This is an optimization exercise on Yosys and OpenROAD, whose aim is small area, not a production implementation. At most, simulation tests tie the RTL to the original design; equivalence was not proved. Power is estimated from default activity; no workload was simulated. No driver is modelled on the clock port, so clocking that relies on it looks cheaper here than on a real chip.

==> 10-21: inputs <==
// mcc
module mcc (
    input  wire        clk,
    input  wire        rst_n,           
    input  wire [3:0]  cfg_slot,        
    input  wire        cmd_valid,
    output wire        cmd_ready,
    input  wire [7:0]  cmd,
    input  wire [7:0]  op_dir,
    input  wire [7:0]  op_mid,
    input  wire [7:0]  op_mt,
    input  wire [7:0]  op_midx,
    input  wire [8:0]  op_len,
    input  wire        op_delay_en,
    input  wire [15:0] op_delay,
    input  wire        op_bufsel,
    input  wire        op_level,
    input  wire [23:0] op_idexp,
    input  wire [8:0]  op_probelen,
    output reg         done,
    output reg  [7:0]  status,
    output wire [7:0]  res,
    output wire [1:0]  phase,
    output wire        ident_valid,
    output reg  [23:0] ident_id,
    output wire [2:0]  setup,
    output reg  [1:0]  reset_out,
    input  wire        txb_we,
    input  wire [5:0]  txb_addr,
    input  wire [7:0]  txb_wdata,
    input  wire        rb_sel,
    input  wire [5:0]  rb_addr,
    output wire [7:0]  rb_data,
    output wire        lnk_tx_valid,
    output wire [7:0]  lnk_tx_data,
    input  wire        lnk_rx_valid,
    input  wire [7:0]  lnk_rx_data,
    input  wire        lnk_err,
    output wire        rst_drive,
    output wire        rst_level,
    input  wire        rst_fail,
    output wire        rdy_sample,
    input  wire        rdy_in,
    input  wire        rdy_fail
);
    localparam FRAME_CAP = 64;
    localparam [7:0] C_CHK = 8'h01, C_WRH = 8'h02, C_VAL = 8'h03, C_ECHO = 8'h04;
    localparam [7:0] C_ESC = 8'h10, C_XCHG = 8'h11, C_WR = 8'h12, C_SRST = 8'h13;
    localparam [7:0] C_RRDY = 8'h14, C_XCHGE = 8'h15;
    localparam [7:0] C_RESET = 8'h20, C_BUILD = 8'h21, C_DEGRADE = 8'h22, C_ABANDON = 8'h23;
    localparam [7:0] R_OK = 8'h00, R_CHANNEL = 8'h01, R_RESETLINE = 8'h02, R_READYLINE = 8'h03;
    localparam [7:0] R_UNAVAIL = 8'h10, R_CKSUM = 8'h11, R_SERDE = 8'h12, R_IDMISMATCH = 8'h13;
    localparam [7:0] R_UNKNOWN = 8'h20, R_WRONGPHASE = 8'h21, R_SETUPFAILED = 8'h24;
    localparam [7:0] R_BADLEN = 8'h25, R_BADDIR = 8'h26, R_BADMT = 8'h27, R_NOTHING = 8'h29;
  ...
Settings: LEC_CHECK=0, CAP_MARGIN=20, CORE_MARGIN=2, CORE_UTILIZATION=62, PLACE_DENSITY=0.75, SLEW_MARGIN=20, SYNTH_HIERARCHICAL=1, SYNTH_MINIMUM_KEEP_SIZE=0; clock period 10.0 ns.
standard.sh (not shown) runs the stock make flow with config.mk's settings and CLKGATE_MAP_FILE= SYNTH_SCRIPT=/design/flow/synth_recipe.tcl, a recipe that flattens the netlist after the stock synthesis.
==> flow/flow/run.sh <==
#!/bin/bash
# Layout flow: the standard ORFS flow (standard.sh, unchanged synthesis),
# with two tool options changed:
#  - port buffers use the smallest buffer cell instead of the default choice;
#  - clock tree: larger sink clusters and no dummy loads.
# Every port still gets its buffer, and the clock tree is built by CTS as usual.
set -euo pipefail
export BUFFER_PORTS_ARGS="-buffer_cell sky130_fd_sc_hd__buf_1"
export CTS_ARGS="-sink_clustering_enable -repair_clock_nets -sink_clustering_size 40 -sink_clustering_max_diameter 60 -dont_use_dummy_load"
bash standard.sh > standard_flow.log 2>&1
==> 07-04: changes against 10-21 <==
--- a/flow/flow/run.sh
+++ b/flow/flow/run.sh
@@ -6,5 +6,5 @@
 # Every port still gets its buffer, and the clock tree is built by CTS as usual.
 set -euo pipefail
 export BUFFER_PORTS_ARGS="-buffer_cell sky130_fd_sc_hd__buf_1"
-export CTS_ARGS="-sink_clustering_enable -repair_clock_nets -sink_clustering_size 40 -sink_clustering_max_diameter 60 -dont_use_dummy_load"
+export CTS_ARGS="-sink_clustering_enable -repair_clock_nets -sink_clustering_size 28 -sink_clustering_max_diameter 70 -dont_use_dummy_load"
 bash standard.sh > standard_flow.log 2>&1
==> summary.txt <==
Result of the run: 07-04 no timing/DRC/antenna violations; 10-21 no timing/DRC/antenna violations
Pwr dens: 07-04 169.3 nW/um^2; 10-21 174.0 nW/um^2
CTS Buf Count: 07-04 53; 10-21 66
Via count normalized by instance count: 07-04 7.276; 10-21 7.343
Worst vdd rail ir drop: 07-04 0.1935 mV; 10-21 0.1493 mV
Number of detailed-routing iterations run before antenna repair: 07-04 12; 10-21 17
Fin crit period: 07-04 8.619 ns; 10-21 8.600 ns
Worst Setup EP: 07-04 lnk_tx_data[6]; 10-21 lnk_tx_data[0]
DR WL met3: 07-04 15540 microns; 10-21 16030 microns
Reg2Reg Capture Point: 07-04 cls[3]; 10-21 cls[2]
Max-Slew Margin vs Limit: 07-04 0.1596; 10-21 0.08708
Total number of H-tree levels: 07-04 2; 10-21 3
Transition time at the pin with the least slew margin: 07-04 1.258 ns; 10-21 1.369 ns
Post-route cell area: 07-04 47210 sq um; 10-21 47510 sq um
Maximum single-stage delay on the critical path: 07-04 1.03 ns; 10-21 1.05 ns
Combinational share of power: 07-04 0.049; 10-21 0.047


==> inputs of run a <==
mcc, a different RTL version from the one above (not shown whole).
## mcc
module mcc (
    input  wire        clk,
    input  wire        rst_n,           
    input  wire [3:0]  cfg_slot,        
    input  wire        cmd_valid,
    output wire        cmd_ready,
    input  wire [7:0]  cmd,
    input  wire [7:0]  op_dir,
    input  wire [7:0]  op_mid,
    input  wire [7:0]  op_mt,
    input  wire [7:0]  op_midx,
    input  wire [8:0]  op_len,
    input  wire        op_delay_en,
    input  wire [15:0] op_delay,
    input  wire        op_bufsel,
    input  wire        op_level,
    input  wire [23:0] op_idexp,
    input  wire [8:0]  op_probelen,
    output reg         done,
    output reg  [7:0]  status,
    output wire [7:0]  res,
    output wire [1:0]  phase,
    output wire        ident_valid,
    output reg  [23:0] ident_id,
    output wire [2:0]  setup,
    output reg  [1:0]  reset_out,
    input  wire        txb_we,
    input  wire [5:0]  txb_addr,
    input  wire [7:0]  txb_wdata,
    input  wire        rb_sel,
    input  wire [5:0]  rb_addr,
    output wire [7:0]  rb_data,
    output wire        lnk_tx_valid,
    output wire [7:0]  lnk_tx_data,
    input  wire        lnk_rx_valid,
    input  wire [7:0]  lnk_rx_data,
    input  wire        lnk_err,
    output wire        rst_drive,
    output wire        rst_level,
    input  wire        rst_fail,
    output wire        rdy_sample,
    input  wire        rdy_in,
    input  wire        rdy_fail
);
==> flow/config.mk <==
export PLATFORM = sky130hd
export DESIGN_NAME = mcc
export DESIGN_NICKNAME = mcc
export VERILOG_FILES = /design/flow/design.v
export SDC_FILE = /design/flow/constraint.sdc
export NUM_CORES = 4
export LEC_CHECK = 0
export CAP_MARGIN = 20
export CORE_MARGIN = 2
export CORE_UTILIZATION = 55
export PLACE_DENSITY = 0.7
export SLEW_MARGIN = 20
export SYNTH_HIERARCHICAL = 1
export SYNTH_MINIMUM_KEEP_SIZE = 0
==> flow/constraint.sdc <==
create_clock -name core_clock -period 10.0 [get_ports {clk}]
set_input_delay 2.0000 -clock core_clock [delete_from_list [all_inputs] [get_ports {clk}]]
set_output_delay 2.0000 -clock core_clock [all_outputs]
set_load 0.01 [all_outputs]
==> flow/flow/run.sh <==
#!/bin/bash
# Layout flow: the standard ORFS flow (standard.sh, unchanged synthesis),
# with two tool options changed:
#  - port buffers use the smallest buffer cell instead of the default choice;
#  - clock tree: larger sink clusters and no dummy loads.
# Every port still gets its buffer, and the clock tree is built by CTS as usual.
set -euo pipefail
export BUFFER_PORTS_ARGS="-buffer_cell sky130_fd_sc_hd__buf_1"
export CTS_ARGS="-sink_clustering_enable -repair_clock_nets -sink_clustering_size 30 -sink_clustering_max_diameter 100 -dont_use_dummy_load"
bash standard.sh > standard_flow.log 2>&1
==> run b (differences from run a) <==
--- a/flow/design.v
+++ b/flow/design.v
@@ -145,34 +145,64 @@
     assign rb_data = rd;
     assign res     = acc;
     wire probe   = (cls == K_ESC) || (cls == K_BUILD && !bcfg);
     wire pr      = probe && !sel;             
     wire is_last = (idx == lm1);
     wire hi0     = (idx[5:4] == 2'b00);
-    reg [7:0] g_lo;
-    always @(*) begin
-        case (idx[3:0])
-            4'd0:    g_lo = pr ? 8'd19 : {4'd0, slot};
-            4'd1:    g_lo = {2'b00, lm1};
-            4'd2:    g_lo = pr ? 8'd19 : ((st == S_HDR) ? {6'd0, dir2, !dir2} : 8'd2);
-            4'd3:    g_lo = b_mid;
-            4'd4:    g_lo = b_mt;
-            4'd5:    g_lo = b_midx;
-            4'd6:    g_lo = ident_id[7:0];
-            4'd7:    g_lo = ident_id[15:8];
-            4'd8:    g_lo = ident_id[23:16];
-            default: g_lo = 8'd0;
-        endcase
-    end
-    wire [7:0] gen = is_last ? (pr ? {2'b00, lm1} + 8'd38 : acc) :
-                     (!hi0 || (pr && idx[3:0] > 4'd2)) ? 8'd0 : g_lo;
+    wire hdr  = (st == S_HDR);
+    wire [8:0] at;                
+    genvar gi;
+    generate
+        for (gi = 0; gi < 9; gi = gi + 1) begin : g_at
+            assign at[gi] = hi0 && (idx[3:0] == gi) && !is_last;
+        end
+    endgenerate
+    wire e_acc  = is_last && !pr;
+    wire e_pck  = is_last && pr;
+    wire e_slot = at[0] && !pr;
+    wire e_lm1  = at[1];
+    wire e_19   = (at[0] || at[2]) && pr;
+    wire e_dir  = at[2] && !pr && hdr;
+    wire e_2    = at[2] && !pr && !hdr;
+    wire e_mid  = at[3] && !pr;
+    wire e_mt   = at[4] && !pr;
+    wire e_midx = at[5] && !pr;
+    wire e_id0  = at[6] && !pr;
+    wire e_id1  = at[7] && !pr;
+    wire e_id2  = at[8] && !pr;
+    wire [7:0] pck = {2'b00, lm1} + 8'd38;    
+    wire [7:0] gen;
+    mcc_aoi_or #(12) u_g0 (.y(gen[0]),
+        .d({acc[0], pck[0], slot[0], lm1[0], e_19, !dir2, b_mid[0], b_mt[0], b_midx[0], ident_id[0], ident_id[8], ident_id[16]}),
+        .s({e_acc,  e_pck,  e_slot,  e_lm1,  e_19, e_dir,  e_mid,    e_mt,    e_midx,    e_id0,       e_id1,       e_id2}));
+    mcc_aoi_or #(13) u_g1 (.y(gen[1]),
+        .d({acc[1], pck[1], slot[1], lm1[1], e_19, dir2,  e_2, b_mid[1], b_mt[1], b_midx[1], ident_id[1], ident_id[9], ident_id[17]}),
+        .s({e_acc,  e_pck,  e_slot,  e_lm1,  e_19, e_dir, e_2, e_mid,    e_mt,    e_midx,    e_id0,       e_id1,       e_id2}));
+    mcc_aoi_or #(10) u_g2 (.y(gen[2]),
+        .d({acc[2], pck[2], slot[2], lm1[2], b_mid[2], b_mt[2], b_midx[2], ident_id[2], ident_id[10], ident_id[18]}),
+        .s({e_acc,  e_pck,  e_slot,  e_lm1,  e_mid,    e_mt,    e_midx,    e_id0,       e_id1,        e_id2}));
+    mcc_aoi_or #(10) u_g3 (.y(gen[3]),
+        .d({acc[3], pck[3], slot[3], lm1[3], b_mid[3], b_mt[3], b_midx[3], ident_id[3], ident_id[11], ident_id[19]}),
+        .s({e_acc,  e_pck,  e_slot,  e_lm1,  e_mid,    e_mt,    e_midx,    e_id0,       e_id1,        e_id2}));
+    mcc_aoi_or #(10) u_g4 (.y(gen[4]),
+        .d({acc[4], pck[4], lm1[4], e_19, b_mid[4], b_mt[4], b_midx[4], ident_id[4], ident_id[12], ident_id[20]}),
+        .s({e_acc,  e_pck,  e_lm1,  e_19, e_mid,    e_mt,    e_midx,    e_id0,       e_id1,        e_id2}));
+    mcc_aoi_or #(9) u_g5 (.y(gen[5]),
+        .d({acc[5], pck[5], lm1[5], b_mid[5], b_mt[5], b_midx[5], ident_id[5], ident_id[13], ident_id[21]}),
+        .s({e_acc,  e_pck,  e_lm1,  e_mid,    e_mt,    e_midx,    e_id0,       e_id1,        e_id2}));
+    mcc_aoi_or #(8) u_g6 (.y(gen[6]),
+        .d({acc[6], pck[6], b_mid[6], b_mt[6], b_midx[6], ident_id[6], ident_id[14], ident_id[22]}),
+        .s({e_acc,  e_pck,  e_mid,    e_mt,    e_midx,    e_id0,       e_id1,        e_id2}));
+    mcc_aoi_or #(8) u_g7 (.y(gen[7]),
+        .d({acc[7], pck[7], b_mid[7], b_mt[7], b_midx[7], ident_id[7], ident_id[15], ident_id[23]}),
+        .s({e_acc,  e_pck,  e_mid,    e_mt,    e_midx,    e_id0,       e_id1,        e_id2}));
     wire mism  = (rd != gen);
-    wire at1   = hi0 && (idx[3:0] == 4'd1);
-    wire at2   = hi0 && (idx[3:0] == 4'd2);
-    wire at345 = hi0 && (idx[3:0] == 4'd3 || idx[3:0] == 4'd4 || idx[3:0] == 4'd5);
-    wire at678 = hi0 && (idx[3:0] == 4'd6 || idx[3:0] == 4'd7 || idx[3:0] == 4'd8);
+    wire at1   = at[1];
+    wire at2   = at[2];
+    wire at345 = at[3] || at[4] || at[5];
+    wire at678 = at[6] || at[7] || at[8];
     assign cmd_ready    = idle;
     assign lnk_tx_valid = (st == S_XFER);
     assign lnk_tx_data  = !lnk_tx_valid ? 8'd0 : (pr ? gen : rd);
     assign rst_drive    = (st == S_RDRV);
     assign rst_level    = rlvl;
     assign rdy_sample   = (st == S_GATE);
@@ -414,6 +444,30 @@
 module mcc_aoi22 (input wire a, input wire sa, input wire b, input wire sb, output wire y);
     assign y = ~((a & sa) | (b & sb));
 endmodule
 module mcc_nor2 (input wire a, input wire b, output wire y);
     assign y = ~(a | b);
 endmodule
+module mcc_aoi_or #(parameter N = 3) (
+    input  wire [N-1:0] d,
+    input  wire [N-1:0] s,
+    output wire         y
+);
+    localparam NG = N / 3;
+    localparam R  = N % 3;
+    localparam NT = NG + (R != 0 ? 1 : 0);
+    wire [NT-1:0] g;
+    genvar k;
+    generate
+        for (k = 0; k < NG; k = k + 1) begin : g_grp
+            mcc_aoi222 u (.a(d[3*k]), .sa(s[3*k]), .b(d[3*k+1]), .sb(s[3*k+1]),
+                          .c(d[3*k+2]), .sc(s[3*k+2]), .y(g[k]));
+        end
+        if (R == 2) begin : g_r2
+            mcc_aoi22 u (.a(d[3*NG]), .sa(s[3*NG]), .b(d[3*NG+1]), .sb(s[3*NG+1]), .y(g[NG]));
+        end
+        if (R == 1) begin : g_r1
+            assign g[NG] = ~(d[3*NG] & s[3*NG]);
+        end
+    endgenerate
+    assign y = ~&g;
+endmodule
==> flow/flow/run.sh (replaced) <==
#!/bin/bash
# Layout flow: the standard ORFS flow (standard.sh, unchanged synthesis),
# with two tool options changed:
#  - port buffers use the smallest buffer cell instead of the default choice;
#  - clock tree: larger sink clusters and no dummy loads.
# Every port still gets its buffer, and the clock tree is built by CTS as usual.
set -euo pipefail
export BUFFER_PORTS_ARGS="-buffer_cell sky130_fd_sc_hd__buf_1"
export CTS_ARGS="-sink_clustering_enable -repair_clock_nets -sink_clustering_size 25 -sink_clustering_max_diameter 80 -dont_use_dummy_load"
bash standard.sh > standard_flow.log 2>&1
==> run c (differences from run a) <==
==> flow/run.sh (new file) <==
#!/bin/bash
# synth_recipe.tcl (not shown) runs the flow's synth.tcl, then flattens the netlist and writes it again
# the make line also repeats each setting of config.mk as NAME=value (left out here)
make -C /OpenROAD-flow-scripts/flow DESIGN_CONFIG=/design/flow/config.mk WORK_HOME=/design/flow/orfs CLKGATE_MAP_FILE= SYNTH_SCRIPT=/design/flow/synth_recipe.tcl finish
- CTS_CLUSTER_DIAMETER: default -> 100
- CTS_CLUSTER_SIZE: default -> 30
removed: flow/flow/run.sh
removed: flow/standard.sh
==> qor summary <==
Final Worst Setup Slack: run c 0.601 ns; run a 1.45 ns; run b 1.16 ns
Power Combinational: run c 3.48 mW; run a 3.29 mW; run b 0.384 mW
Placement-stage worst setup slack: run c 0.805 ns; run a 1.41 ns; run b 1.50 ns
Clock network latency to the later pin of the worst-skew pair: run c 0.64 ns; run a 0.65 ns; run b 0.67 ns
Sequential share of the synthesized area: run c 76.8%; run a 76.8%; run b 77.4%
Count of mapped cells out of synthesis: run c 2728; run a 2728; run b 2657
Crit path max fanout: run c 12; run a 12; run b 47
Total wirelength of the detailed-routed design: run c 124000 microns; run a 122000 microns; run b 120000 microns
Area share of and/or/nand/nor cells after synthesis: run c 8.33%; run a 8.33%; run b 8.58%
GR Util met2: run c 45.9%; run a 46.3%; run b 46.6%
Drt via density: run c 7.13; run a 7.13; run b 7.09
Standard cell core area: run c 0.0803 sq mm; run a 0.0803 sq mm; run b 0.0793 sq mm
Flop pwr share: run c 52.0%; run a 53.2%; run b 66.6%
Met1 track utilization from global routing: run c 41.3%; run a 40.1%; run b 39.3%
Post-route design area: run c 0.0492 sq mm; run a 0.0478 sq mm; run b 0.0476 sq mm
Delay contributed by the slowest stage of the critical path: run c 0.92 ns; run a 0.84 ns; run b 0.85 ns
Post-layout instance count excluding filler cells: run c 4025; run a 4013; run b 3954
Met2 routed WL: run c 57400 microns; run a 57200 microns; run b 57500 microns
Status: run c finished clean; run a finished clean; run b finished clean
Type of the setup path with the least slack: run c in -> out; run a in -> out; run b reg -> out
Die Y-Extent: run c 288 microns; run a 288 microns; run b 287 microns
Total number of multi-input combinational cells: run c 1490; run a 1490; run b 1439
Minimum hold slack: run c 0.512 ns; run a 0.514 ns; run b 0.468 ns
Worst setup path start: run c rb_addr[1]; run a rb_addr[1]; run b st[0]
The RTL of run a and run c was laid out without a check of its function.

==> port drivers added, routing unchanged <==
The flow's constraints put no driver on any port. The routed layouts listed below were extracted and timed again, unchanged, in two steps. Step 1: set_driving_cell puts a clkbuf_16 on clk and a buf_2 on each other input, an assumption about the parent block. Step 2 also shifts input and output timing later by t, the mid clock arrival at the registers, as if the neighbouring blocks saw the same clock. a / b / c = ideal / step 1 / step 2; a / b = the first two.
run	shift t [ns]	setup WS [ns]	hold WS [ns]	worst setup path at the end	worst data-port slew with drivers (ns)
10-21	0.666	1.400 / 1.335 / 1.388	0.460 / 0.460 / 0.460	input to output	0.10
07-04	0.688	1.381 / 1.316 / 1.504	0.460 / 0.460 / 0.460	input to register	0.10
run a	0.677	1.447 / 1.411 / 1.114	0.514 / 0.514 / 0.514	input to register	0.09
run b	0.694	1.158 / 1.090 / 1.215	0.468 / 0.468 / 0.468	input to output	0.13
run c	0.699	0.601 / 0.495 / 0.468	0.512 / 0.512 / 0.512	input to register	0.10
After both steps every run listed still meets setup and hold. The setup slack of run a, which loses most, moves by -0.036 ns with the drivers and by -0.333 ns with both steps.
